From an optimization exercise on the open Yosys and OpenROAD flow, aimed at small area, a short achievable clock period and few clock cycles; shortcuts taken in it are not production practice.
No functional check of the RTL was part of any run shown here.
Power and IR drop assume default switching activity.

**flow/design.v**
```verilog
module counter_rtc (
    input  wire        clk,
    input  wire        rst,
    input  wire        in_valid,
    output wire        in_ready,
    input  wire        in_tick,
    input  wire [31:0] in_w0,
    input  wire [31:0] in_w1,
    input  wire [31:0] in_w2,
    input  wire [31:0] in_w3,
    input  wire [31:0] in_w4,
    output wire        out_valid,
    output wire        out_event,
    output wire [31:0] out_w0,
    output wire [31:0] out_w1,
    output wire [31:0] out_w2,
    output wire [31:0] out_w3,
    output wire [31:0] out_w4
);
    localparam [2:0] C_OK       = 3'd0;
    localparam [2:0] C_CONFIG   = 3'd1;
    localparam [2:0] C_INDEX    = 3'd2;
    localparam [2:0] C_NULLCB   = 3'd3;
    localparam [2:0] C_ILLEGAL  = 3'd4;
    localparam [2:0] C_NOTBEGUN = 3'd5;
    function automatic lt46(input [45:0] a, input [45:0] b);
        integer j;
        reg c;
        begin
            c = 1'b0;
            for (j = 0; j < 46; j = j + 1)
                c = (~a[j] & b[j]) | (~a[j] & c) | (b[j] & c);
            lt46 = c;
        end
    endfunction
    reg        begun;
    reg [3:0]  freq_log2;
    reg [45:0] tv;             
    reg [45:0] tv_d;           
    reg [1:0][22:0] ocr;       
    reg [1:0]       ie;
    reg [1:0][45:0] a_tgt;
    reg [1:0][31:0] a_cb, a_ctx;
    reg [1:0]       a_active;
    reg [1:0]       a_zero;    
    reg        p_fire1;        
    reg        p_eval0;        
    reg        p_eval1;        
    reg        p_resp;         
    reg        p_sa;           
    reg        o_valid;
    reg        o_event;
    reg        o_b0;           
    reg        o_b1;           
    reg        o_isx;          
    reg [2:0]  o_code;
    reg        o_late;
    reg        o_k;            
    reg        o_time;         
    reg        o_tgt;          
    wire busy = p_fire1 | p_eval0 | p_eval1 | p_resp | p_sa;
    assign in_ready = !busy;
    wire acc = in_valid && !busy;
    wire [14:0] lm;
    genvar gi;
    generate
        for (gi = 0; gi < 15; gi = gi + 1) begin : g_lm
            assign lm[gi] = ({1'b0, freq_log2} + gi) < 5'd15;
        end
    endgenerate
    wire [22:0] bm    = {lm, 8'hFF};
    wire [45:0] lmx   = {31'd0, lm};
    wire [45:0] bmx   = {23'd0, bm};
    wire [22:0] cmask = bm & ~{8'd0, lm};    
    wire [7:0] op   = in_w0[7:0];
    wire [7:0] kf   = in_w0[15:8];
    wire       k    = kf[0];
    wire       k_ok = (kf[7:1] == 7'd0);
    reg legal;
    always @(*) begin
        case (op)
            8'h01:                      legal = (in_w0[31:25] == 7'd0) && (kf == 8'd0);
            8'h02, 8'h03, 8'h04, 8'h0A: legal = (in_w0[31:8] == 24'd0);
            8'h05, 8'h06, 8'h07, 8'h08,
            8'h09:                      legal = (in_w0[31:16] == 16'd0);
            default:                    legal = 1'b0;
        endcase
    end
    wire freq_ok = (in_w1[31:16] == 16'd0) && (in_w1[15:0] != 16'd0) &&
                   ((in_w1[15:0] & (in_w1[15:0] - 16'd1)) == 16'd0);
    reg [3:0] freq_n;
    integer i;
    always @(*) begin
        freq_n = 4'd0;
        for (i = 0; i < 16; i = i + 1)
            if (in_w1[i]) freq_n = freq_n | i[3:0];
    end
    wire [30:0] t_s = in_w1[30:0] + {{14{in_w2[31]}}, in_w2[31:15]};
    wire [45:0] tt  = {t_s, in_w2[14:0]};
    wire        msel     = (p_eval0 | p_eval1) ? p_eval1 : o_k;   
    wire [45:0] m_tgt    = msel ? a_tgt[1] : a_tgt[0];
    wire        m_gt     = lt46(tv, m_tgt);                 
    wire        m_blk_eq = (((tv ^ m_tgt) & ~bmx) == 46'd0);
    wire        m_tck_eq = (((tv ^ m_tgt) & ~lmx) == 46'd0);
    wire        m_cmpnz  = ((m_tgt[22:0] & cmask) != 23'd0);
    wire        m_active = msel ? a_active[1] : a_active[0];
    wire s_arm  = m_blk_eq && !m_tck_eq && m_gt;    
    wire e_arm  = m_active && m_blk_eq && m_cmpnz;
    wire e_fire = m_active && (m_blk_eq ? !m_cmpnz : !m_gt);
    wire e_late = !m_blk_eq;
    wire [45:0] tvo = tv | lmx;
    reg  [45:0] tv_inc;
    always @(*) begin
        tv_inc[0] = ~tvo[0];
        for (i = 1; i < 46; i = i + 1)
            tv_inc[i] = tvo[i] ^ (&(tvo | ~((46'd1 << i) - 46'd1)));
    end
    wire        ovf    = ((tv[22:0] | ~cmask) == 23'h7FFFFF);
    wire [1:0]  match;
    assign match[0] = (((tv_inc[22:0] ^ ocr[0]) & cmask) == 23'd0);
    assign match[1] = (((tv_inc[22:0] ^ ocr[1]) & cmask) == 23'd0);
    wire [1:0]  cfire = match & ie & a_active;
    wire s_cb0 = (o_event | o_tgt) & !o_k;
    wire s_cb1 = (o_event | o_tgt) & o_k;
    wire [31:0] sel_cb  = ({32{s_cb0}} & a_cb[0])  | ({32{s_cb1}} & a_cb[1]);
    wire [31:0] sel_ctx = ({32{s_cb0}} & a_ctx[0]) | ({32{s_cb1}} & a_ctx[1]);
    assign out_valid = o_valid;
    assign out_event = o_event;
    assign out_w0 = {23'd0, o_late, 1'b0, o_code, 2'b00, o_b1, o_b0 | (o_isx & !m_gt)};
    assign out_w1 = ({32{o_time}}  & {1'b0, tv_d[45:15]})
                  | ({32{o_tgt}}   & {1'b0, m_tgt[45:15]})
                  | ({32{o_event}} & sel_cb);
    assign out_w2 = ({32{o_time}}  & {17'd0, tv_d[14:0]})
                  | ({32{o_tgt}}   & {17'd0, m_tgt[14:0]})
                  | ({32{o_event}} & sel_ctx);
    assign out_w3 = {32{o_tgt}} & sel_cb;
    assign out_w4 = {32{o_tgt}} & sel_ctx;
    always @(posedge clk) begin
        tv_d <= tv;
    end
    always @(posedge clk) begin
        o_valid <= 1'b0;
        o_event <= 1'b0;
        o_b0    <= 1'b0;
        o_b1    <= 1'b0;
        o_isx   <= 1'b0;
        o_code  <= C_OK;
        o_late  <= 1'b0;
        o_time  <= 1'b0;
        o_tgt   <= 1'b0;
        if (p_fire1) begin
            p_fire1 <= 1'b0;
    begin 
        o_valid <= 1'b1; o_event <= 1'b1; 
        o_b0 <= (1'b1); o_late <= (1'b0); o_k <= (1'b1); 
    end
        end else if (p_eval0 | p_eval1) begin
            p_eval0 <= 1'b0;
            p_eval1 <= p_eval0;
            if (e_arm) begin
                ocr[msel] <= m_tgt[22:0];
                ie[msel]  <= 1'b1;
            end
            if (e_fire) begin
                ie[msel]       <= 1'b0;
                a_active[msel] <= 1'b0;
    begin 
        o_valid <= 1'b1; o_event <= 1'b1; 
        o_b0 <= (msel); o_late <= (e_late); o_k <= (msel); 
    end
            end
        end else if (p_sa) begin
            p_sa <= 1'b0;
            if (s_arm) begin
                a_active[o_k] <= 1'b1;
                ocr[o_k]      <= m_tgt[22:0];
                ie[o_k]       <= 1'b1;
    begin 
        o_valid <= 1'b1; o_event <= 1'b0; 
        o_b0 <= (1'b1); o_b1 <= (1'b0); o_code <= (C_OK); 
    end
            end else if (m_gt) begin
                a_active[o_k] <= 1'b1;
    begin 
        o_valid <= 1'b1; o_event <= 1'b0; 
        o_b0 <= (1'b1); o_b1 <= (1'b0); o_code <= (C_OK); 
    end
            end else begin
                a_active[o_k] <= 1'b0;
                ie[o_k]       <= 1'b0;
    begin 
        o_valid <= 1'b1; o_event <= 1'b1; 
        o_b0 <= (o_k); o_late <= (1'b1); o_k <= (o_k); 
    end
                p_resp <= 1'b1;
            end
        end else if (p_resp) begin
            p_resp <= 1'b0;
    begin 
        o_valid <= 1'b1; o_event <= 1'b0; 
        o_b0 <= (1'b1); o_b1 <= (1'b0); o_code <= (C_OK); 
    end
        end else if (acc && in_tick) begin
            if (begun) begin
                tv <= tv_inc;
                if (match[0] && ie[0]) ie[0] <= 1'b0;
                if (match[1] && ie[1]) ie[1] <= 1'b0;
                if (cfire[0]) a_active[0] <= 1'b0;
                if (cfire[1]) a_active[1] <= 1'b0;
                if (cfire[0])
    begin 
        o_valid <= 1'b1; o_event <= 1'b1; 
        o_b0 <= (1'b0); o_late <= (1'b0); o_k <= (1'b0); 
    end
                else if (cfire[1])
    begin 
        o_valid <= 1'b1; o_event <= 1'b1; 
        o_b0 <= (1'b1); o_late <= (1'b0); o_k <= (1'b1); 
    end
                p_fire1 <= cfire[0] && cfire[1];
                p_eval0 <= ovf;
            end
        end else if (acc) begin
            o_k <= k;
            if (!legal || op == 8'h0A) begin
    begin 
        o_valid <= 1'b1; o_event <= 1'b0; 
        o_b0 <= (1'b0); o_b1 <= (1'b0); o_code <= (C_ILLEGAL); 
    end
            end else if (op == 8'h01) begin
                if (!freq_ok) begin
    begin 
        o_valid <= 1'b1; o_event <= 1'b0; 
        o_b0 <= (1'b0); o_b1 <= (1'b0); o_code <= (C_CONFIG); 
    end
                end else begin
                    freq_log2 <= freq_n;
                    tv        <= 46'd0;
                    ie        <= 2'b00;
                    a_active  <= 2'b00;
                    a_zero    <= 2'b11;
                    begun     <= 1'b1;
    begin 
        o_valid <= 1'b1; o_event <= 1'b0; 
        o_b0 <= (1'b1); o_b1 <= (1'b0); o_code <= (C_OK); 
    end
                end
            end else if (!begun) begin
    begin 
        o_valid <= 1'b1; o_event <= 1'b0; 
        o_b0 <= (1'b0); o_b1 <= (1'b0); o_code <= (C_NOTBEGUN); 
    end
            end else begin
                case (op)
                8'h02: begin  
    begin 
        o_valid <= 1'b1; o_event <= 1'b0; 
        o_b0 <= (1'b1); o_b1 <= (1'b0); o_code <= (C_OK); 
    end
                    o_time <= 1'b1;
                end
                8'h03, 8'h04: begin  
                    tv <= tt & ~lmx;
    begin 
        o_valid <= 1'b1; o_event <= 1'b0; 
        o_b0 <= (1'b1); o_b1 <= (1'b0); o_code <= (C_OK); 
    end
                    o_time <= op[2];
                end
                default: begin  
                    if (!k_ok) begin
    begin 
        o_valid <= 1'b1; o_event <= 1'b0; 
        o_b0 <= (1'b0); o_b1 <= (1'b0); o_code <= (C_INDEX); 
    end
                    end else begin
                        case (op)
                        8'h05:  
    begin 
        o_valid <= 1'b1; o_event <= 1'b0; 
        o_b0 <= (a_active[k]); o_b1 <= (1'b0); o_code <= (C_OK); 
    end
                        8'h06: begin  
    begin 
        o_valid <= 1'b1; o_event <= 1'b0; 
        o_b0 <= (1'b0); o_b1 <= (1'b0); o_code <= (C_OK); 
    end
                            o_isx <= a_active[k];
                        end
                        8'h07: begin  
    begin 
        o_valid <= 1'b1; o_event <= 1'b0; 
        o_b0 <= (1'b1); o_b1 <= (a_active[k]); o_code <= (C_OK); 
    end
                            o_tgt <= !a_zero[k];
                        end
                        8'h09: begin  
                            ie[k]       <= 1'b0;
                            a_active[k] <= 1'b0;
                            a_zero[k]   <= 1'b1;
    begin 
        o_valid <= 1'b1; o_event <= 1'b0; 
        o_b0 <= (1'b1); o_b1 <= (1'b0); o_code <= (C_OK); 
    end
                        end
                        default: begin  
                            if (in_w3 == 32'd0) begin
                                ie[k]       <= 1'b0;
                                a_active[k] <= 1'b0;
                                a_zero[k]   <= 1'b1;
    begin 
        o_valid <= 1'b1; o_event <= 1'b0; 
        o_b0 <= (1'b0); o_b1 <= (1'b0); o_code <= (C_NULLCB); 
    end
                            end else begin
                                a_tgt[k]  <= tt;
                                a_cb[k]   <= in_w3;
                                a_ctx[k]  <= in_w4;
                                a_zero[k] <= 1'b0;
                                p_sa      <= 1'b1;
                            end
                        end
                        endcase
                    end
                end
                endcase
            end
        end
        if (rst) begin
            begun   <= 1'b0;
            p_fire1 <= 1'b0;
            p_eval0 <= 1'b0;
            p_eval1 <= 1'b0;
            p_resp  <= 1'b0;
            p_sa    <= 1'b0;
            o_valid <= 1'b0;
        end
    end
endmodule
```
**flow/run.sh**
```bash
#!/bin/bash
# synth_recipe.tcl (not shown) runs the flow's synth.tcl, then flattens the netlist and writes it again
# the make line also repeats each setting of config.mk as NAME=value (left out here)
make -C /OpenROAD-flow-scripts/flow DESIGN_CONFIG=/design/flow/config.mk WORK_HOME=/design/flow/orfs CLKGATE_MAP_FILE= SYNTH_SCRIPT=/design/flow/synth_recipe.tcl finish
```
**flow/config.mk**
```make
export PLATFORM = sky130hd
export DESIGN_NAME = counter_rtc
export DESIGN_NICKNAME = counter_rtc
export VERILOG_FILES = /design/flow/design.v
export SDC_FILE = /design/flow/constraint.sdc
export NUM_CORES = 4
export LEC_CHECK = 0
export CAP_MARGIN = 20
export CORE_MARGIN = 2
export CORE_UTILIZATION = 40
export SETUP_SLACK_MARGIN = 5
export SLEW_MARGIN = 20
```
**flow/constraint.sdc**
```tcl
create_clock -name core_clock -period 12.0 [get_ports {clk}]
set_input_delay 2.4000 -clock core_clock [delete_from_list [all_inputs] [get_ports {clk}]]
set_output_delay 2.4000 -clock core_clock [all_outputs]
set_load 0.01 [all_outputs]
```
==> metrics.md, run 1 <==
| Metric | Value |
|---|---|
| Critical Path RT | `9.60 ns` |
| Area Growth Syn to Fin | `24.1%` |
| Max Freq | `144 MHz` |
| Rows | `86` |
| CTS sink cnt | `386` |
| Final Cell Area | `27600 um2` |
| Area leader, netlist | `edfxtp_1` |
| Number of global-route vias before repair | `18.5k` |
| Status | `timing/DRC/antenna clean` |
| Worst R2R Setup Slack | `5.15 ns` |
| FF-to-FF Start | `freq_log2[1]` |
| CTS Buf Count | `44` |
| Layout Cells excl Fill | `3208` |
| Critical path class | `flip-flop to primary output` |
| Hold Vio Cnt, Final | `0` |
| Largest net degree at the start of global routing | `81` |
| Tmin final | `6.96 ns` |
| Final Cycle Share | `58.0%` |
| Peak VDD IR | `116 uV` |
| Synth Flop Type | `edfxtp_1` |
| RR Endpoint | `o_k` |
| Placed Instances | `3121` |
| Dpl hpwl | `62.3 mm` |
| Setup_tns | `0 ns` |
| GRT Overall Usage | `28.7%` |
| Fin nets | `2677` |
| Reg area | `11000 um2` |
| Mapped cell area | `22200 um2` |
| Root Buffer | `clkbuf_16` |
| Worst Path Max Fanout | `16` |
| Clock Skews | `0.0235 ns` |
| Hold buffers post-CTS | `0` |
| DR vias | `18.5k` |
| Post-DP Area | `25900 um2` |
| DRC | `0` |
| Crit path capture type | `primary output` |
| Most frequent cells after synthesis | `edfxtp_1, nand2_1, nor2_1, nor2b_1, inv_1` |
| Most numerous cell in the Yosys netlist | `edfxtp_1` |
| Fraction of layout cells with a size suffix above 1 | `7.04%` |
| Largest cells by area after synthesis | `edfxtp_1, dfxtp_1, ha_1` |
| Crit path DAT | `4.56 ns` |
| Least-Margin Pin Slew | `1.06 ns` |
| Synth Area per Inst | `10.4 um2` |
| Leak Pwr | `10.4 nW` |
| Distinct cells, synth | `96` |
| Final Power | `0.00337 W` |
| Power Density | `122 nW/um2` |
| Starting Density | `40.4%` |
| Max-slew violations | `0` |
| Hold/Removal Path Class | `flip-flop to flip-flop` |
| CTS tree | `done` |
| Worst R2R Path Depth | `21` |
| Sequential-to-total area share from yosys stat | `49.3%` |
| Setup crit start kind | `flip-flop` |
| Final setup fails | `0` |
| Worst Setup SP | `p_eval0` |
| Total Routed Length | `84.0 mm` |
| Area share of the largest cell type after synthesis | `43.5%` |
| Vias/cell | `5.76` |
| Post-DR wirelength/cell | `26.2 um` |
| Clock Path Buffers | `3` |
| YS warnings | `1` |
| Iteration-0 DRC Markers | `1670` |
| Synth Register Bits | `386` |
| WHS | `0.392 ns` |
| Number of synthesized flops with an enable pin | `322` |
| GP Congestion | `1.02` |
| Setup crit end | `out_w0[0]` |
| Die width | `240 um` |
| Port Buf Inserts | `300` |
| IO Pins | `327` |
| Clk pin slew, worst setup/hold paths | `0.06 ns` |
| Async set-or-reset flop fraction in the synthesized netlist | `0%` |
| Grt ovf | `0` |
| Multi-input gate area | `10300 um2` |
| Initial antenna violation count | `2` |
| Fill cell count | `5057` |
| DRT Pass-1 Iters | `6` |
| Core area | `55000 um2` |
| Syn Inst Count | `2146` |
| Maxcap violations | `0` |
| Number of nets with antenna violations after routing | `0` |
| CTS H-tree lvls | `2` |
| Chip Height | `240 um` |
| First-pass GRT wire length | `121 mm` |
| Worst slew margin | `28.9%` |
| Clock latency (worst-skew pair) | `0.60 ns` |
| RSZ-0062 raised after global routing | `no` |
| Die Area | `57500 um2` |
## cell usage in the layout (no fill, tap or decap), types with 16 or more instances in the layout
master           netlist  routed
edfxtp_1             322     322
clkdlybuf4s50_1        0     298
nand2_1              151     151
nor2b_1              151     151
nor2_1               151     146
inv_1                133     133
o21ai_0               95      94
ha_1                  89      89
mux2i_1               74      74
xnor2_1               66      66
dfxtp_1               64      59
nand3_1               58      57
a21oi_1               57      56
nor3_1                54      54
a221oi_1              49      49
nor4_1                44      44
clkbuf_16              0      44
and2_1                41      41
xor2_1                36      36
nand4_1               28      28
o22ai_1               27      27
buf_4                 28      27
conb_1                 1      26
mux2_2                21      21
or3_1                 19      19
o211ai_1              16      16
nand2b_1              16      16
## repair_timing
| action | in CTS | in global routing |
|---|---|---|
| resized for setup | 14 | 2 |
| buffers inserted | 3 | 0 |
| pin swaps | 3 | 3 |
| endpoints found under the setup margin | 1 | 1 |
| cloned | 1 | 0 |
## per-stage QoR
step / worst slack [ns] / util, %
floorplan: 4.41 / -
global placement: 4.15 / 47.2
detailed placement: 3.97 / 47.2
CTS: 5.04 / 50.1
global route: 5.01 / 50.2
finish: 5.04 / 50.2
## worst max-delay path: stages, from the launching register on
cell,delay (ns)
dfxtp_2,0.52
o21ai_4,0.15
bufbuf_16,0.32
and2_1,0.18
or2_2,0.31
ha_1,0.18
or3_1,0.46
a2111oi_4,0.30
o211ai_1,0.18
a211oi_2,0.38
o211ai_1,0.13
a31oi_1,0.28
buf_4,0.17
a21o_1,0.11
dlygate4sd2_1,0.29
## worst min path at each step
stage                     slack [ns]  cells after the start  endpoint  startpoint
after floorplan                 0.35                      0  tv_d[10]      tv[10]
after global placement          0.37                      0  tv_d[31]      tv[31]
after detailed placement        0.36                      0  tv_d[44]      tv[44]
after CTS                       0.39                      0  tv_d[31]      tv[31]
after global routing            0.40                      0  tv_d[31]      tv[31]
final                           0.39                      0  tv_d[44]      tv[44]
## per-layer routing
metal  routed length [um]  part of all wire (%)  GRT usage, %  vias up
li1                     -                     -             -     8435
met1                34900                    42          36.9     9178
met2                40400                    48          48.0      706
met3                 4650                   5.5          3.53      173
met4                 4040                   4.8          13.7        2
met5                   13                 0.015             0        -
## cell type report
type,instances,share of cell area [%]
Clock buffer,56,4.23
Antenna cell,1,0.00907
Tap cell,748,3.39
Inverter,140,1.91
Multi-Input combinational cell,1520,37.5
Timing Repair Buffer,331,11.9
Clock inverter,26,1.30
Sequential cell,386,39.8
## cell families after synthesis
family	count (synthesis)	synth area share, %
and+or+nand+nor	792	18.9
DFF	386	49.3
muxes	95	4.40
AOI/OAI and AO/OA	411	13.0
buffers and inverters	265	5.04
other	1	0.0169
adders and majority gates	91	5.14
xor gates and xnor gates	105	4.29
## report_power, final
part           switching (W)  total, W  internal (W)  leakage, nW
sequential        0.00000488   0.00147       0.00147         3.41
combinational       0.000270  0.000459      0.000189         6.28
clock               0.000577   0.00144      0.000864        0.739
total               0.000853   0.00337       0.00252         10.4
==> inputs of run 2 (changes only) <==
--- a/flow/design.v
+++ b/flow/design.v
@@ -60,5 +60,2 @@
     reg        o_tgt;          
-    wire busy = p_fire1 | p_eval0 | p_eval1 | p_resp | p_sa;
-    assign in_ready = !busy;
-    wire acc = in_valid && !busy;
     wire [14:0] lm;
@@ -67,3 +64,3 @@
         for (gi = 0; gi < 15; gi = gi + 1) begin : g_lm
-            assign lm[gi] = ({1'b0, freq_log2} + gi) < 5'd15;
+            assign lm[gi] = freq_log2 < (4'd15 - gi);
         end
@@ -106,3 +103,12 @@
     wire        m_active = msel ? a_active[1] : a_active[0];
-    wire s_arm  = m_blk_eq && !m_tck_eq && m_gt;    
+    wire s_arm   = m_blk_eq && !m_tck_eq && m_gt;   
+    wire s_late  = p_sa && !m_gt;
+    wire fw      = p_sa && m_gt;
+    wire [1:0] fw_k  = fw ? (o_k ? 2'b10 : 2'b01) : 2'b00;
+    wire [1:0] fwa_k = s_arm ? fw_k : 2'b00;
+    wire busy = p_fire1 | p_eval0 | p_eval1 | p_resp | s_late;
+    assign in_ready = !busy;
+    wire acc = in_valid && !busy;
+    wire [1:0] act_eff = a_active | fw_k;
+    wire [1:0] ie_eff  = ie | fwa_k;
     wire e_arm  = m_active && m_blk_eq && m_cmpnz;
@@ -118,6 +124,8 @@
     wire        ovf    = ((tv[22:0] | ~cmask) == 23'h7FFFFF);
-    wire [1:0]  match;
-    assign match[0] = (((tv_inc[22:0] ^ ocr[0]) & cmask) == 23'd0);
-    assign match[1] = (((tv_inc[22:0] ^ ocr[1]) & cmask) == 23'd0);
-    wire [1:0]  cfire = match & ie & a_active;
+    wire [1:0]  match_r;
+    assign match_r[0] = (((tv_inc[22:0] ^ ocr[0]) & cmask) == 23'd0);
+    assign match_r[1] = (((tv_inc[22:0] ^ ocr[1]) & cmask) == 23'd0);
+    wire        match_t = (((tv_inc[22:0] ^ m_tgt[22:0]) & cmask) == 23'd0);
+    wire [1:0]  match = (fwa_k & {2{match_t}}) | (~fwa_k & match_r);
+    wire [1:0]  cfire = match & ie_eff & act_eff;
     wire s_cb0 = (o_event | o_tgt) & !o_k;
@@ -126,5 +134,5 @@
     wire [31:0] sel_ctx = ({32{s_cb0}} & a_ctx[0]) | ({32{s_cb1}} & a_ctx[1]);
-    assign out_valid = o_valid;
+    assign out_valid = o_valid | fw;
     assign out_event = o_event;
-    assign out_w0 = {23'd0, o_late, 1'b0, o_code, 2'b00, o_b1, o_b0 | (o_isx & !m_gt)};
+    assign out_w0 = {23'd0, o_late, 1'b0, o_code, 2'b00, o_b1, o_b0 | (o_isx & !m_gt) | fw};
     assign out_w1 = ({32{o_time}}  & {1'b0, tv_d[45:15]})
@@ -171,21 +179,6 @@
             end
-        end else if (p_sa) begin
-            p_sa <= 1'b0;
-            if (s_arm) begin
-                a_active[o_k] <= 1'b1;
-                ocr[o_k]      <= m_tgt[22:0];
-                ie[o_k]       <= 1'b1;
-    begin 
-        o_valid <= 1'b1; o_event <= 1'b0; 
-        o_b0 <= (1'b1); o_b1 <= (1'b0); o_code <= (C_OK); 
-    end
-            end else if (m_gt) begin
-                a_active[o_k] <= 1'b1;
-    begin 
-        o_valid <= 1'b1; o_event <= 1'b0; 
-        o_b0 <= (1'b1); o_b1 <= (1'b0); o_code <= (C_OK); 
-    end
-            end else begin
-                a_active[o_k] <= 1'b0;
-                ie[o_k]       <= 1'b0;
+        end else if (s_late) begin
+            p_sa          <= 1'b0;
+            a_active[o_k] <= 1'b0;
+            ie[o_k]       <= 1'b0;
     begin 
@@ -194,4 +187,3 @@
     end
-                p_resp <= 1'b1;
-            end
+            p_resp        <= 1'b1;
         end else if (p_resp) begin
@@ -202,7 +194,16 @@
     end
-        end else if (acc && in_tick) begin
+        end else begin
+        if (p_sa) begin
+            p_sa          <= 1'b0;
+            a_active[o_k] <= 1'b1;
+            if (s_arm) begin
+                ocr[o_k] <= m_tgt[22:0];
+                ie[o_k]  <= 1'b1;
+            end
+        end
+        if (acc && in_tick) begin
             if (begun) begin
                 tv <= tv_inc;
-                if (match[0] && ie[0]) ie[0] <= 1'b0;
-                if (match[1] && ie[1]) ie[1] <= 1'b0;
+                if (match[0] && ie_eff[0]) ie[0] <= 1'b0;
+                if (match[1] && ie_eff[1]) ie[1] <= 1'b0;
                 if (cfire[0]) a_active[0] <= 1'b0;
@@ -280,3 +281,3 @@
         o_valid <= 1'b1; o_event <= 1'b0; 
-        o_b0 <= (a_active[k]); o_b1 <= (1'b0); o_code <= (C_OK); 
+        o_b0 <= (act_eff[k]); o_b1 <= (1'b0); o_code <= (C_OK); 
     end
@@ -287,3 +288,3 @@
     end
-                            o_isx <= a_active[k];
+                            o_isx <= act_eff[k];
                         end
@@ -292,3 +293,3 @@
         o_valid <= 1'b1; o_event <= 1'b0; 
-        o_b0 <= (1'b1); o_b1 <= (a_active[k]); o_code <= (C_OK); 
+        o_b0 <= (1'b1); o_b1 <= (act_eff[k]); o_code <= (C_OK); 
     end
@@ -315,5 +316,2 @@
                             end else begin
-                                a_tgt[k]  <= tt;
-                                a_cb[k]   <= in_w3;
-                                a_ctx[k]  <= in_w4;
                                 a_zero[k] <= 1'b0;
@@ -321,2 +319,5 @@
                             end
+                            a_tgt[k] <= tt;
+                            a_cb[k]  <= in_w3;
+                            a_ctx[k] <= in_w4;
                         end
@@ -328,2 +329,3 @@
         end
+        end
         if (rst) begin
==> run 2 against run 1 <==
Maximum frequency increased by 1.1%. Largest cell class is now multi-input combinational cells. Sequential power about the same. Setup slack gained 0.073 ns. Still clean on timing, DRC and antenna. Total power grew 1.9%. Worst hold slack worse by 0.029 ns. First-iteration DRC count up 28%. Final cell count up 5.8%.
==> metrics.md, run 2 <==
| Metric | Value |
|---|---|
| Area share of the largest cell type after synthesis | `41.3%` |
| Setup crit start kind | `flip-flop` |
| CTS Buf Count | `44` |
| Worst R2R Setup Slack | `5.27 ns` |
| YS warnings | `1` |
| Crit-path leading delay family | `compound AO/OA/AOI/OAI gates` |
| Slowest stage delay, CP | `0.53 ns` |
| Distinct cells, synth | `112` |
| Hold path cells | `0` |
| Area Growth Syn to Fin | `22.8%` |
| Critical path class | `flip-flop to primary output` |
| FF-to-FF Start | `freq_log2[3]` |
| RR Endpoint | `a_active[1]` |
| Max-slew violations | `0` |
| Largest cells by area after synthesis | `edfxtp_1, dfxtp_1, ha_1` |
| Area leader, netlist | `edfxtp_1` |
| Synth Register Bits | `386` |
| Number of global-route vias before repair | `20.0k` |
| Crit path buf inv count | `5` |
| Syn Inst Count | `2307` |
| Setup_tns | `0 ns` |
| Fill cell count | `5351` |
| Fraction of layout cells with a size suffix above 1 | `8.11%` |
| Commonest cells after routing, fill and taps aside | `edfxtp_1, clkdlybuf4s50_1, inv_1` |
| Tmin final | `6.89 ns` |
| Crit path DAT | `4.49 ns` |
| Worst Hold Launch | `tv[25]` |
| Final Power | `0.00344 W` |
| GRT Overall Usage | `30.2%` |
| Min-Delay Endpoint | `tv_d[25]` |
| First-pass GRT wire length | `134 mm` |
| Status | `timing/DRC/antenna clean` |
| IO Pins | `327` |
| Hold Vio Cnt, Final | `0` |
| Sequential-to-total area share from yosys stat | `46.7%` |
| Port Buf Inserts | `300` |
| Critical Path RT | `9.60 ns` |
| Synth Area per Inst | `10.2 um2` |
| Max stage delay cell, worst path | `clkdlybuf4s50_1` |
| DRT Pass-1 Iters | `8` |
| CTS sink cnt | `386` |
| Multi-input gate area | `11500 um2` |
| DRC | `0` |
| Most common cell after layout, fill and taps aside | `edfxtp_1` |
| Hold/Removal Path Class | `flip-flop to flip-flop` |
| Number of nets with antenna violations after routing | `0` |
| CTS tree | `done` |
| Clock Path Buffers | `3` |
| GP Congestion | `1.03` |
| Largest net degree at the start of global routing | `82` |
| Least-Margin Pin Slew | `1.19 ns` |
| Synth Flop Type | `edfxtp_1` |
| Reg area | `11000 um2` |
| CTS H-tree lvls | `2` |
| Final Cycle Share | `57.4%` |
| Core area | `57800 um2` |
| Total Routed Length | `93.5 mm` |
| Rows | `88` |
| Clock Skews | `0.0186 ns` |
| DP Worst Slack | `4.58 ns` |
| Worst slew margin | `20.6%` |
| Mapped cell area | `23400 um2` |
| Worst R2R Path Depth | `22` |
| Crit path capture type | `primary output` |
| Iteration-0 DRC Markers | `2141` |
| Async set-or-reset flop fraction in the synthesized netlist | `0%` |
| Die width | `246 um` |
| Number of synthesized flops with an enable pin | `322` |
| Fin util | `49.8%` |
| Antenna diodes | `0` |
| Starting Density | `40.5%` |
| Vias/cell | `6.02` |
| Power Density | `119 nW/um2` |
| Hold buffers post-CTS | `0` |
| Clock latency (worst-skew pair) | `0.60 ns` |
| Root Buffer | `clkbuf_16` |
| WHS | `0.363 ns` |
| Final setup fails | `0` |
| Chip Height | `246 um` |
| Peak VDD IR | `109 uV` |
| RSZ-0062 raised after global routing | `yes` |
| Dpl hpwl | `68.5 mm` |
| DR vias | `20.4k` |
| Initial antenna violation count | `0` |
| Leak Pwr | `11.0 nW` |
| Final Worst Setup Slack | `5.11 ns` |
| Max Freq | `145 MHz` |
| Critical path, cell by cell | `nand2b_4, buf_4, buf_4, nand3_1, inv_2, nor2_4, inv_2, ha_1, nor2_1, nand4_1, o311a_4, a2111oi_2, o21ai_2, a2111o_1, nand2_4, a21oi_1, nand2_1, clkdlybuf4s50_1` |
| Maxcap violations | `0` |
| Most numerous cell in the Yosys netlist | `edfxtp_1` |
| Most frequent cells after synthesis | `edfxtp_1, inv_1, nor2b_1` |
| Fin nets | `2842` |
| Post-DR wirelength/cell | `27.5 um` |
| Grt ovf | `0` |
| Clk pin slew, worst setup/hold paths | `0.07 ns` |
| Die Area | `60500 um2` |
| Worst Path Max Fanout | `11` |
run 2: worst reg2reg max path: stages, from the launching register on:
cell and delay [ns]:
edfxtp_1 0.32, buf_4 0.28, ha_1 0.71, and2_1 0.38
nand2_1 0.11, ha_1 0.23, o211ai_2 0.18, inv_2 0.14
nand2_1 0.25, nor3_1 0.15, ha_1 0.25, xnor2_1 0.38
nor3_1 0.14, nand3_1 0.11, o21ai_0 0.08, a2111oi_0 0.82
nand4_1 0.28, nor4_1 0.55, nand2_1 0.27, mux2i_1 0.21
mux2i_1 0.20, o21ai_0 0.32, a22oi_1 0.11
run 2: where the power goes:
part / switching (W) / internal (W)
sequential: 0.0000171 / 0.00148
combinational: 0.000383 / 0.000245
clock: 0.000573 / 0.000740
run 2: cells by family (layout without fill, tap and decap cells):
logic type	after synthesis	in the layout	synth area share, %
XOR/XNOR	117	117	4.85
AND/OR/NAND/NOR	830	832	19.1
adder cells (fa/ha/maj)	87	87	4.67
AO/OA/AOI/OAI	496	496	15.2
buffers and inverters	299	593	5.55
flip-flops	386	386	46.7
multiplexers	91	91	3.97
other	1	26	0.0160
run 2: final cells by class:
type	count	area share [%]
repair buffers	346	11.7
multi-input cells	1649	39.9
clock inverters	18	0.583
clock buffers	64	4.26
inverters	165	2.15
well taps	765	3.33
flip-flops and latches	386	38.1
run 2: per-stage QoR:
stage | instances | area, um2
4_1_cts | 3392 | 28700
3_5_place_dp | 3295 | 27200
5_1_grt | 3393 | 28800
2_1_floorplan | 2332 | 23700
6_report | 3393 | 28800
3_3_place_gp | 3295 | 27200
run 2: worst max path at each step:
stage	start	slack, ns	cells past startpoint	endpoint
after floorplan	in_w0[5]	4.09	10	flip-flop
after global placement	o_k	4.70	12	in_ready
after detailed placement	p_eval0	4.58	15	in_ready
after CTS	p_eval0	5.00	18	out_w0[0]
after global routing	p_eval0	4.96	18	out_w0[0]
final	p_eval0	5.11	18	out_w0[0]
run 2: timing repair:
item	CTS	global route
resized for setup	13	6
gates cloned	1	1
setup buffers	14	0
setup endpoints to repair	3	3
pin swaps	4	3
run 2: routing by layer:
layer / up-vias / part of all wire (%) / GRT usage [%]
li1: 9137 / - / -
met1: 10000 / 41 / 39.5
met2: 1074 / 47 / 49.3
met3: 200 / 7.6 / 5.00
met4: 0 / 4.6 / 12.8
met5: - / 0 / 0
==> inputs of run 3 (changes only) <==
--- a/flow/design.v
+++ b/flow/design.v
@@ -48,4 +48,4 @@
     reg        p_eval1;        
-    reg        p_resp;         
     reg        p_sa;           
+    reg        p_late;         
     reg        o_valid;
@@ -54,3 +54,2 @@
     reg        o_b1;           
-    reg        o_isx;          
     reg [2:0]  o_code;
@@ -58,2 +57,3 @@
     reg        o_k;            
+    reg        m_k;            
     reg        o_time;         
@@ -96,3 +96,5 @@
     wire [45:0] tt  = {t_s, in_w2[14:0]};
-    wire        msel     = (p_eval0 | p_eval1) ? p_eval1 : o_k;   
+    wire [45:0] a_opnd   = (op == 8'h08) ? tt : (k ? a_tgt[1] : a_tgt[0]);
+    wire        a_gt     = lt46(tv, a_opnd);
+    wire        msel     = m_k;
     wire [45:0] m_tgt    = msel ? a_tgt[1] : a_tgt[0];
@@ -103,8 +105,8 @@
     wire        m_active = msel ? a_active[1] : a_active[0];
-    wire s_arm   = m_blk_eq && !m_tck_eq && m_gt;   
-    wire s_late  = p_sa && !m_gt;
-    wire fw      = p_sa && m_gt;
+    wire s_arm   = m_blk_eq && !m_tck_eq;           
+    wire s_late  = p_sa && p_late;
+    wire fw      = p_sa && !p_late;
     wire [1:0] fw_k  = fw ? (o_k ? 2'b10 : 2'b01) : 2'b00;
     wire [1:0] fwa_k = s_arm ? fw_k : 2'b00;
-    wire busy = p_fire1 | p_eval0 | p_eval1 | p_resp | s_late;
+    wire busy = p_fire1 | p_eval0 | p_eval1 | s_late;
     assign in_ready = !busy;
@@ -130,15 +132,17 @@
     wire [1:0]  cfire = match & ie_eff & act_eff;
-    wire s_cb0 = (o_event | o_tgt) & !o_k;
-    wire s_cb1 = (o_event | o_tgt) & o_k;
+    wire ev    = o_event | s_late;
+    wire s_cb0 = (ev | o_tgt) & !o_k;
+    wire s_cb1 = (ev | o_tgt) & o_k;
     wire [31:0] sel_cb  = ({32{s_cb0}} & a_cb[0])  | ({32{s_cb1}} & a_cb[1]);
     wire [31:0] sel_ctx = ({32{s_cb0}} & a_ctx[0]) | ({32{s_cb1}} & a_ctx[1]);
-    assign out_valid = o_valid | fw;
-    assign out_event = o_event;
-    assign out_w0 = {23'd0, o_late, 1'b0, o_code, 2'b00, o_b1, o_b0 | (o_isx & !m_gt) | fw};
+    assign out_valid = o_valid | p_sa;
+    assign out_event = ev;
+    assign out_w0 = {23'd0, o_late | s_late, 1'b0, o_code, 2'b00, o_b1,
+                     o_b0 | fw | (s_late & o_k)};
     assign out_w1 = ({32{o_time}}  & {1'b0, tv_d[45:15]})
                   | ({32{o_tgt}}   & {1'b0, m_tgt[45:15]})
-                  | ({32{o_event}} & sel_cb);
+                  | ({32{ev}} & sel_cb);
     assign out_w2 = ({32{o_time}}  & {17'd0, tv_d[14:0]})
                   | ({32{o_tgt}}   & {17'd0, m_tgt[14:0]})
-                  | ({32{o_event}} & sel_ctx);
+                  | ({32{ev}} & sel_ctx);
     assign out_w3 = {32{o_tgt}} & sel_cb;
@@ -153,3 +157,2 @@
         o_b1    <= 1'b0;
-        o_isx   <= 1'b0;
         o_code  <= C_OK;
@@ -167,2 +170,3 @@
             p_eval1 <= p_eval0;
+            m_k     <= 1'b1;
             if (e_arm) begin
@@ -184,9 +188,2 @@
     begin 
-        o_valid <= 1'b1; o_event <= 1'b1; 
-        o_b0 <= (o_k); o_late <= (1'b1); o_k <= (o_k); 
-    end
-            p_resp        <= 1'b1;
-        end else if (p_resp) begin
-            p_resp <= 1'b0;
-    begin 
         o_valid <= 1'b1; o_event <= 1'b0; 
@@ -222,2 +219,3 @@
                 p_eval0 <= ovf;
+                if (ovf) m_k <= 1'b0;
             end
@@ -225,2 +223,3 @@
             o_k <= k;
+            m_k <= k;
             if (!legal || op == 8'h0A) begin
@@ -286,5 +285,4 @@
         o_valid <= 1'b1; o_event <= 1'b0; 
-        o_b0 <= (1'b0); o_b1 <= (1'b0); o_code <= (C_OK); 
+        o_b0 <= (act_eff[k] && !a_gt); o_b1 <= (1'b0); o_code <= (C_OK); 
     end
-                            o_isx <= act_eff[k];
                         end
@@ -318,2 +316,3 @@
                                 p_sa      <= 1'b1;
+                                p_late    <= !a_gt;
                             end
@@ -335,3 +334,2 @@
             p_eval1 <= 1'b0;
-            p_resp  <= 1'b0;
             p_sa    <= 1'b0;
==> run 3 against run 2 <==
Still clean. Sequential power about the same. Die area rose by 0.77%. Register-to-register slack got worse by 0.06 ns. Global-route usage shrank 3.2 points. Core utilization fell by 0.28 points.
==> metrics.md, run 3 <==
| Metric | Value |
|---|---|
| GRT Overall Usage | `26.9%` |
| Clk pin slew, worst setup/hold paths | `0.06 ns` |
| Number of nets with antenna violations after routing | `0` |
| Synth Register Bits | `386` |
| Async set-or-reset flop fraction in the synthesized netlist | `0%` |
| Iteration-0 DRC Markers | `1708` |
| Vias/cell | `5.85` |
| Number of global-route vias before repair | `19.8k` |
| Total Routed Length | `84.3 mm` |
| Synth Area per Inst | `10.1 um2` |
| Least-Margin Pin Slew | `1.11 ns` |
| Status | `timing/DRC/antenna clean` |
| Starting Density | `40.3%` |
| IO Pins | `327` |
| Final setup fails | `0` |
| CTS tree | `done` |
| Fin nets | `2882` |
| Core area | `58700 um2` |
| Crit path capture type | `flip-flop` |
| Clock Path Buffers | `3` |
| Fraction of layout cells with a size suffix above 1 | `7.72%` |
| CTS Buf Count | `45` |
| Grt ovf | `0` |
| Worst R2R Path Depth | `19` |
| Sequential-to-total area share from yosys stat | `46.4%` |
| Number of synthesized flops with an enable pin | `324` |
| GP Congestion | `0.993` |
| YS warnings | `1` |
| Peak VDD IR | `97.0 uV` |
| Tmin final | `7.14 ns` |
| Leak Pwr | `10.4 nW` |
| Syn Inst Count | `2348` |
| Largest net degree at the start of global routing | `89` |
| Setup crit start kind | `primary input` |
| CTS sink cnt | `386` |
| First-pass GRT wire length | `124 mm` |
| Rows | `89` |
| DR vias | `20.1k` |
| Area Growth Syn to Fin | `23.0%` |
| Die width | `247 um` |
| Maxcap violations | `0` |
| Most frequent cells after synthesis | `edfxtp_1, nor2_1, nand2_1` |
| Area share of the largest cell type after synthesis | `41.2%` |
| Max Freq | `140 MHz` |
| CTS H-tree lvls | `2` |
| Final Cycle Share | `59.5%` |
| Dpl hpwl | `62.0 mm` |
| DRT Pass-1 Iters | `5` |
| Die Area | `61000 um2` |
| Most common cell after layout, fill and taps aside | `edfxtp_1` |
| Distinct cells, synth | `102` |
| Hold Vio Cnt, Final | `0` |
| Synth Flop Type | `edfxtp_1` |
| Crit path DAT | `7.48 ns` |
| Mapped cell area | `23600 um2` |
| Worst slew margin | `24.3%` |
| Commonest cells after routing, fill and taps aside | `edfxtp_1, clkdlybuf4s50_1, nor2_1` |
| Port Buf Inserts | `300` |
| Chip Height | `247 um` |
| Most numerous cell in the Yosys netlist | `edfxtp_1` |
| Critical Path RT | `12.34 ns` |
| Hold/Removal Path Class | `flip-flop to flip-flop` |
| RSZ-0062 raised after global routing | `yes` |
| Power Density | `114 nW/um2` |
| Worst Path Max Fanout | `34` |
| Max-slew violations | `0` |
| Post-DR wirelength/cell | `24.5 um` |
| Area leader, netlist | `edfxtp_1` |
| Critical path class | `primary input to flip-flop` |
| Clock Skews | `0.0155 ns` |
| Final Power | `0.00330 W` |
| Clock latency (worst-skew pair) | `0.59 ns` |
| Hold path cells | `0` |
| Initial antenna violation count | `6` |
| Setup_tns | `0 ns` |
| Root Buffer | `clkbuf_16` |
| Largest cells by area after synthesis | `edfxtp_1, mux2i_1, dfxtp_1` |
| DRC | `0` |
## run 3: worst paths after layout
kind            start     endpoint  slack (ns)
max          in_w0[6]       p_late        4.86
min            tv[44]     tv_d[44]        0.41
max reg2reg       m_k  a_active[1]        5.21
min reg2reg    tv[44]     tv_d[44]        0.41
## run 3: through the flow
step	util, %	setup slack (ns)	std cells	hold slack (ns)	instance area (um2)
global placement	46.6	3.76	3345	0.400	27400
finish	49.5	4.86	3444	0.410	29100
floorplan	-	5.08	2373	0.343	23700
CTS	49.2	4.87	3430	0.414	28900
global route	49.5	4.77	3442	0.418	29100
detailed placement	46.6	3.69	3345	0.399	27400
## run 3: cells by family after synthesis
logic type / after synthesis / synth area share (%)
flip-flops: 386 / 46.4
buffers and inverters: 255 / 4.59
XOR/XNOR: 135 / 5.10
AO/OA/AOI/OAI: 586 / 16.5
adder cells (fa/ha/maj): 94 / 4.93
other: 1 / 0.0159
AND/OR/NAND/NOR: 733 / 15.5
multiplexers: 158 / 6.86
## run 3: area by class of cell
| type | count | area (um2) |
|---|---|---|
| Fill cell | 5429 | 29600 |
| Multi-Input combinational cell | 1733 | 11900 |
| Sequential cell | 386 | 11000 |
| Timing Repair Buffer | 343 | 3350 |
| Clock buffer | 60 | 1220 |
| Tap cell | 773 | 967 |
| Inverter | 123 | 462 |
| Clock inverter | 24 | 214 |
| Antenna cell | 2 | 5.00 |
## run 3: worst max-delay path, cell delays in order
cell and delay, ns:
clkdlybuf4s50_1 0.42, or4_4 0.69, nor2_2 0.18, buf_8 0.26, a211oi_1 0.13, maj3_1 0.38
a22oi_1 0.19, o211ai_1 0.11, o211ai_1 0.49, a211oi_1 0.23, nor4_4 0.33, a2111oi_2 0.08
or2_1 0.25, a2111oi_4 0.27, buf_4 0.20, nor3_1 0.06, o2111ai_1 0.24, a211oi_2 0.12
o21a_2 0.23, o21ai_1 0.13, a2bb2oi_1 0.08
## run 3: per-layer routing
metal	vias up	track usage [%]	share of wire (%)
met5	-	0	0.060
met4	8	12.3	4.6
met3	204	4.46	6.6
met2	788	46.1	49
met1	9848	33.2	40
li1	9298	-	-
## run 3: where the power goes
part           leakage (nW)  internal [W]  total [W]  switching (W)
logic                  6.24      0.000188   0.000443       0.000255
clock network         0.701      0.000784    0.00136       0.000573
registers              3.43       0.00148    0.00150      0.0000237
## run 3: repair_timing
| item | CTS | global route |
|---|---|---|
| setup endpoints to repair | 189 | 188 |
| hold buffers | 0 | 0 |
| cloned | 0 | 1 |
| buffers inserted | 1 | 11 |
| pin swaps | 1 | 19 |
| gates resized for setup | 11 | 23 |
==> inputs of run 4 (changes only) <==
--- a/flow/design.v
+++ b/flow/design.v
@@ -49,3 +49,4 @@
     reg        p_sa;           
-    reg        p_late;         
+    reg        p_isx;          
+    reg        p_resp;         
     reg        o_valid;
@@ -96,4 +97,2 @@
     wire [45:0] tt  = {t_s, in_w2[14:0]};
-    wire [45:0] a_opnd   = (op == 8'h08) ? tt : (k ? a_tgt[1] : a_tgt[0]);
-    wire        a_gt     = lt46(tv, a_opnd);
     wire        msel     = m_k;
@@ -105,12 +104,6 @@
     wire        m_active = msel ? a_active[1] : a_active[0];
-    wire s_arm   = m_blk_eq && !m_tck_eq;           
-    wire s_late  = p_sa && p_late;
-    wire fw      = p_sa && !p_late;
-    wire [1:0] fw_k  = fw ? (o_k ? 2'b10 : 2'b01) : 2'b00;
-    wire [1:0] fwa_k = s_arm ? fw_k : 2'b00;
-    wire busy = p_fire1 | p_eval0 | p_eval1 | s_late;
+    wire s_arm = m_blk_eq && !m_tck_eq && m_gt;     
+    wire busy = p_fire1 | p_eval0 | p_eval1 | p_sa | p_isx | p_resp;
     assign in_ready = !busy;
     wire acc = in_valid && !busy;
-    wire [1:0] act_eff = a_active | fw_k;
-    wire [1:0] ie_eff  = ie | fwa_k;
     wire e_arm  = m_active && m_blk_eq && m_cmpnz;
@@ -126,9 +119,7 @@
     wire        ovf    = ((tv[22:0] | ~cmask) == 23'h7FFFFF);
-    wire [1:0]  match_r;
-    assign match_r[0] = (((tv_inc[22:0] ^ ocr[0]) & cmask) == 23'd0);
-    assign match_r[1] = (((tv_inc[22:0] ^ ocr[1]) & cmask) == 23'd0);
-    wire        match_t = (((tv_inc[22:0] ^ m_tgt[22:0]) & cmask) == 23'd0);
-    wire [1:0]  match = (fwa_k & {2{match_t}}) | (~fwa_k & match_r);
-    wire [1:0]  cfire = match & ie_eff & act_eff;
-    wire ev    = o_event | s_late;
+    wire [1:0]  match;
+    assign match[0] = (((tv_inc[22:0] ^ ocr[0]) & cmask) == 23'd0);
+    assign match[1] = (((tv_inc[22:0] ^ ocr[1]) & cmask) == 23'd0);
+    wire [1:0]  cfire = match & ie & a_active;
+    wire ev    = o_event;
     wire s_cb0 = (ev | o_tgt) & !o_k;
@@ -137,6 +128,5 @@
     wire [31:0] sel_ctx = ({32{s_cb0}} & a_ctx[0]) | ({32{s_cb1}} & a_ctx[1]);
-    assign out_valid = o_valid | p_sa;
+    assign out_valid = o_valid;
     assign out_event = ev;
-    assign out_w0 = {23'd0, o_late | s_late, 1'b0, o_code, 2'b00, o_b1,
-                     o_b0 | fw | (s_late & o_k)};
+    assign out_w0 = {23'd0, o_late, 1'b0, o_code, 2'b00, o_b1, o_b0};
     assign out_w1 = ({32{o_time}}  & {1'b0, tv_d[45:15]})
@@ -183,6 +173,8 @@
             end
-        end else if (s_late) begin
-            p_sa          <= 1'b0;
-            a_active[o_k] <= 1'b0;
-            ie[o_k]       <= 1'b0;
+        end else if (p_sa) begin
+            p_sa <= 1'b0;
+            if (s_arm) begin
+                a_active[m_k] <= 1'b1;
+                ocr[m_k]      <= m_tgt[22:0];
+                ie[m_k]       <= 1'b1;
     begin 
@@ -191,11 +183,30 @@
     end
-        end else begin
-        if (p_sa) begin
-            p_sa          <= 1'b0;
-            a_active[o_k] <= 1'b1;
-            if (s_arm) begin
-                ocr[o_k] <= m_tgt[22:0];
-                ie[o_k]  <= 1'b1;
+            end else if (m_gt) begin
+                a_active[m_k] <= 1'b1;
+    begin 
+        o_valid <= 1'b1; o_event <= 1'b0; 
+        o_b0 <= (1'b1); o_b1 <= (1'b0); o_code <= (C_OK); 
+    end
+            end else begin
+                a_active[m_k] <= 1'b0;
+                ie[m_k]       <= 1'b0;
+    begin 
+        o_valid <= 1'b1; o_event <= 1'b1; 
+        o_b0 <= (m_k); o_late <= (1'b1); o_k <= (m_k); 
+    end
+                p_resp <= 1'b1;
             end
-        end
+        end else if (p_isx) begin
+            p_isx <= 1'b0;
+    begin 
+        o_valid <= 1'b1; o_event <= 1'b0; 
+        o_b0 <= (m_active && !m_gt); o_b1 <= (1'b0); o_code <= (C_OK); 
+    end
+        end else if (p_resp) begin
+            p_resp <= 1'b0;
+    begin 
+        o_valid <= 1'b1; o_event <= 1'b0; 
+        o_b0 <= (1'b1); o_b1 <= (1'b0); o_code <= (C_OK); 
+    end
+        end else begin
         if (acc && in_tick) begin
@@ -203,4 +214,4 @@
                 tv <= tv_inc;
-                if (match[0] && ie_eff[0]) ie[0] <= 1'b0;
-                if (match[1] && ie_eff[1]) ie[1] <= 1'b0;
+                if (match[0] && ie[0]) ie[0] <= 1'b0;
+                if (match[1] && ie[1]) ie[1] <= 1'b0;
                 if (cfire[0]) a_active[0] <= 1'b0;
@@ -280,9 +291,6 @@
         o_valid <= 1'b1; o_event <= 1'b0; 
-        o_b0 <= (act_eff[k]); o_b1 <= (1'b0); o_code <= (C_OK); 
+        o_b0 <= (a_active[k]); o_b1 <= (1'b0); o_code <= (C_OK); 
     end
                         8'h06: begin  
-    begin 
-        o_valid <= 1'b1; o_event <= 1'b0; 
-        o_b0 <= (act_eff[k] && !a_gt); o_b1 <= (1'b0); o_code <= (C_OK); 
-    end
+                            p_isx <= 1'b1;
                         end
@@ -291,3 +299,3 @@
         o_valid <= 1'b1; o_event <= 1'b0; 
-        o_b0 <= (1'b1); o_b1 <= (act_eff[k]); o_code <= (C_OK); 
+        o_b0 <= (1'b1); o_b1 <= (a_active[k]); o_code <= (C_OK); 
     end
@@ -316,3 +324,2 @@
                                 p_sa      <= 1'b1;
-                                p_late    <= !a_gt;
                             end
@@ -335,2 +342,4 @@
             p_sa    <= 1'b0;
+            p_isx   <= 1'b0;
+            p_resp  <= 1'b0;
             o_valid <= 1'b0;
==> run 4 against run 3 <==
Sequential share of layout area grew 3.3 points. Core utilization grew 0.18 points. Setup slack gained 0.61 ns. Flip-flop and latch count grew 1. Synthesized area shrank 7.9%. Global-route usage shrank 0.18 points. Clock power is essentially flat. Synthesized cell count shrank 13%. Non-clock buffer count shrank 20. Clock-buffer cell count shrank 8. Maximum frequency grew 9.3%.
==> metrics.md, run 4 <==
| Metric | Value |
|---|---|
| Status | `timing/DRC/antenna clean` |
| CTS tree | `done` |
| RSZ-0062 raised after global routing | `no` |
| Commonest cells after routing, fill and taps aside | `edfxtp_1, clkdlybuf4s50_1, nor2_1` |
| Clock Skews | `0.0322 ns` |
| Critical path, cell by cell | `clkdlybuf4s50_1, or4_1, a21oi_1, nand3_1, nor4_1, o311ai_0, a21oi_1, nand4_1, a211oi_2, and2_4, buf_6` |
| YS warnings | `1` |
| Max Freq | `153 MHz` |
| Multi-input gate area | `9940 um2` |
| Chip Height | `237 um` |
| Final setup fails | `0` |
| Crit path buf inv count | `2` |
| Dpl hpwl | `57.2 mm` |
| Worst Hold Launch | `tv[33]` |
| Fraction of layout cells with a size suffix above 1 | `7.34%` |
| Fill cell count | `4866` |
| GP Congestion | `1.00` |
| Crit path capture type | `flip-flop` |
| Initial antenna violation count | `1` |
| Crit-path most repeated cell | `a21oi_1` |
| Area Growth Syn to Fin | `23.0%` |
| Grt ovf | `0` |
| Final Cycle Share | `54.5%` |
| Area leader, netlist | `edfxtp_1` |
| Most numerous cell in the Yosys netlist | `edfxtp_1` |
| Setup_tns | `0 ns` |
| Clk pin slew, worst setup/hold paths | `0.06 ns` |
| Async set-or-reset flop fraction in the synthesized netlist | `0%` |
| Total Routed Length | `77.9 mm` |
| Die width | `237 um` |
| Worst slew margin | `26.0%` |
| Distinct cells, synth | `97` |
| Layout Cells excl Fill | `3054` |
| Maxcap violations | `0` |
| Final Power | `0.00315 W` |
| Tmin final | `6.54 ns` |
| Vias/cell | `5.89` |
| Critical Path RT | `12.21 ns` |
| DRT Pass-1 Iters | `5` |
| Largest net degree at the start of global routing | `65` |
| Combinational fraction of design power | `10.1%` |
| Post-DR wirelength/cell | `25.5 um` |
| Clock latency (worst-skew pair) | `0.59 ns` |
| Slowest stage delay, CP | `0.76 ns` |
| GRT Overall Usage | `26.8%` |
| FF-to-FF Start | `freq_log2[3]` |
| Min-Delay Endpoint | `tv_d[33]` |
| Root Buffer | `clkbuf_16` |
| Power Density | `118 nW/um2` |
| Syn Inst Count | `2051` |
| Most common cell after layout, fill and taps aside | `edfxtp_1` |
| Max stage delay cell, worst path | `a211oi_2` |
| Least-Margin Pin Slew | `1.11 ns` |
| Hold/Removal Path Class | `flip-flop to flip-flop` |
| CTS Buf Count | `41` |
| Synth Area per Inst | `10.6 um2` |
| Rows | `85` |
| IO Pins | `327` |
| Starting Density | `40.4%` |
| Sequential Power Share | `46.8%` |
| Clock Path Buffers | `3` |
| Fin nets | `2578` |
| Fin util | `49.7%` |
| Sw frac | `23.3%` |
| Worst Path Max Fanout | `56` |
| Clk pwr share | `43.2%` |
| Most frequent cells after synthesis | `edfxtp_1, nor2_1, nand2_1` |
| Die Area | `56200 um2` |
| Crit-path leading delay family | `simple AND/OR/NAND/NOR gates` |
| Number of nets with antenna violations after routing | `0` |
| Worst R2R Path Depth | `20` |
| Psw | `0.000734 W` |
| DRC | `0` |
| Synth Register Bits | `387` |
| Mapped cell area | `21700 um2` |
| Area share of the largest cell type after synthesis | `44.6%` |
| Iteration-0 DRC Markers | `1701` |
| Critical path class | `primary input to flip-flop` |
| Largest cells by area after synthesis | `edfxtp_1, dfxtp_1, ha_1` |
| Number of global-route vias before repair | `17.7k` |
| Hold path cells | `0` |
| Reg area | `11000 um2` |
| Hold buffers post-CTS | `0` |
| Antenna diodes | `0` |
| Peak VDD IR | `82.8 uV` |
| Worst R2R Setup Slack | `5.75 ns` |
| Core area | `53800 um2` |
| Power Internal | `0.00241 W` |
| Crit path DAT | `6.75 ns` |
| Port Buf Inserts | `300` |
| CTS H-tree lvls | `2` |
| Synth Flop Type | `edfxtp_1` |
| Hold Vio Cnt, Final | `0` |
| Sequential-to-total area share from yosys stat | `50.5%` |
| DR vias | `18.0k` |
| Max-slew violations | `0` |
| Setup crit start kind | `primary input` |
| Leak Pwr | `9.35 nW` |
| CTS sink cnt | `387` |
| Number of synthesized flops with an enable pin | `323` |
| Placed Instances | `2979` |
| First-pass GRT wire length | `113 mm` |
run 4: power by group through the flow:
stage	clock network (W)	logic, W	registers, W
finish	0.00136	0.000317	0.00147
global route	0.00143	0.000344	0.00147
CTS	0.00138	0.000316	0.00147
detailed placement	0	0.000315	0.00150
global placement	0	0.000308	0.00150
floorplan	0	0.000192	0.00149
run 4: cells by family after synthesis:
kind of cell / share of synthesized area (%)
and+or+nand+nor: 15.0
AOI/OAI and AO/OA: 15.3
other: 0.0172
xor gates and xnor gates: 4.25
muxes: 5.57
adders and majority gates: 4.98
buffers and inverters: 4.37
DFF: 50.5
run 4: routing by layer:
metal	share of wire, %	vias up	track usage, %	wire length (um)
met4	2.5	0	7.43	1930
li1	-	8250	-	-
met2	47	687	43.6	36600
met1	44	8941	37.0	34100
met3	6.8	113	4.42	5260
met5	0	-	0	0
run 4: area by class of cell:
class                   instances  share of cell area, %
clock buffers                  52                   4.15
multi-input cells            1485                   37.2
repair buffers                323                   11.9
inverters                      90                   1.27
clock inverters                21                   1.19
well taps                     696                   3.26
flip-flops and latches        387                   41.1
run 4: worst reg2reg max path, delay by kind of cell, from the launching register on:
family	cells	cell delay, ns
simple gates	9	2.21
compound gates	6	1.30
flops	1	0.76
xor+xnor	2	0.44
fa+ha+maj	3	1.24
run 4: through the flow:
stage / area (um2) / hold WS, ns / worst slack [ns]
after floorplan: 21800 / 0.343 / 5.72
after global placement: 25300 / 0.357 / 4.73
after detailed placement: 25300 / 0.364 / 4.58
after CTS: 26700 / 0.378 / 5.19
after global routing: 26700 / 0.390 / 5.13
final: 26700 / 0.378 / 5.46
run 4: how the worst max path moves through the flow:
stage,cells after the start,from,endpoint
2_1_floorplan,9,in_w0[12],flip-flop
3_3_place_gp,11,in_w0[12],flip-flop
3_5_place_dp,11,in_w0[5],flip-flop
4_1_cts,11,in_w0[5],flip-flop
5_1_grt,11,in_w0[12],flip-flop
6_report,11,in_w0[5],flip-flop
run 4: what timing repair did:
item                       CTS  global route
setup endpoints to repair    0           115
gates resized for setup      0             3
buffers inserted             0             0

## static timing again, ports no longer ideal
In the flow no input, the clock included, has a driving cell. The finished layouts below were timed again as built, in two steps.
Step 1 (the two cells are an assumption about what drives the block):
set clk [get_ports {clk}]
set_driving_cell -lib_cell sky130_fd_sc_hd__clkbuf_16 $clk
set_driving_cell -lib_cell sky130_fd_sc_hd__buf_2 [delete_from_list [all_inputs] $clk]
Step 2 adds t to the input delays and takes it off the output delays; t is the mean of the earliest and latest rising clock arrival at the registers after step 1. Input paths then give back, and output paths get back, about the clock's delay inside the block.
a / b / c = no drivers / after step 1 / after step 2; a / b = the first two.
run | t, ns | setup slack, ns | hold slack, ns | latest minus earliest clock arrival (ns)
run 1 | 0.647 | 5.039 / 4.976 / 4.737 | 0.392 / 0.392 / 0.392 | 0.025 / 0.025
run 2 | 0.650 | 5.112 / 5.052 / 5.222 | 0.363 / 0.363 / 0.363 | 0.018 / 0.018
run 3 | 0.645 | 4.856 / 4.846 / 4.201 | 0.410 / 0.410 / 0.410 | 0.015 / 0.016
run 4 | 0.629 | 5.462 / 5.500 / 4.871 | 0.378 / 0.378 / 0.378 | 0.032 / 0.032
After both steps every run listed still meets setup and hold. The setup slack of run 3, which loses most, moves by -0.010 ns with the drivers and by -0.655 ns with both steps.
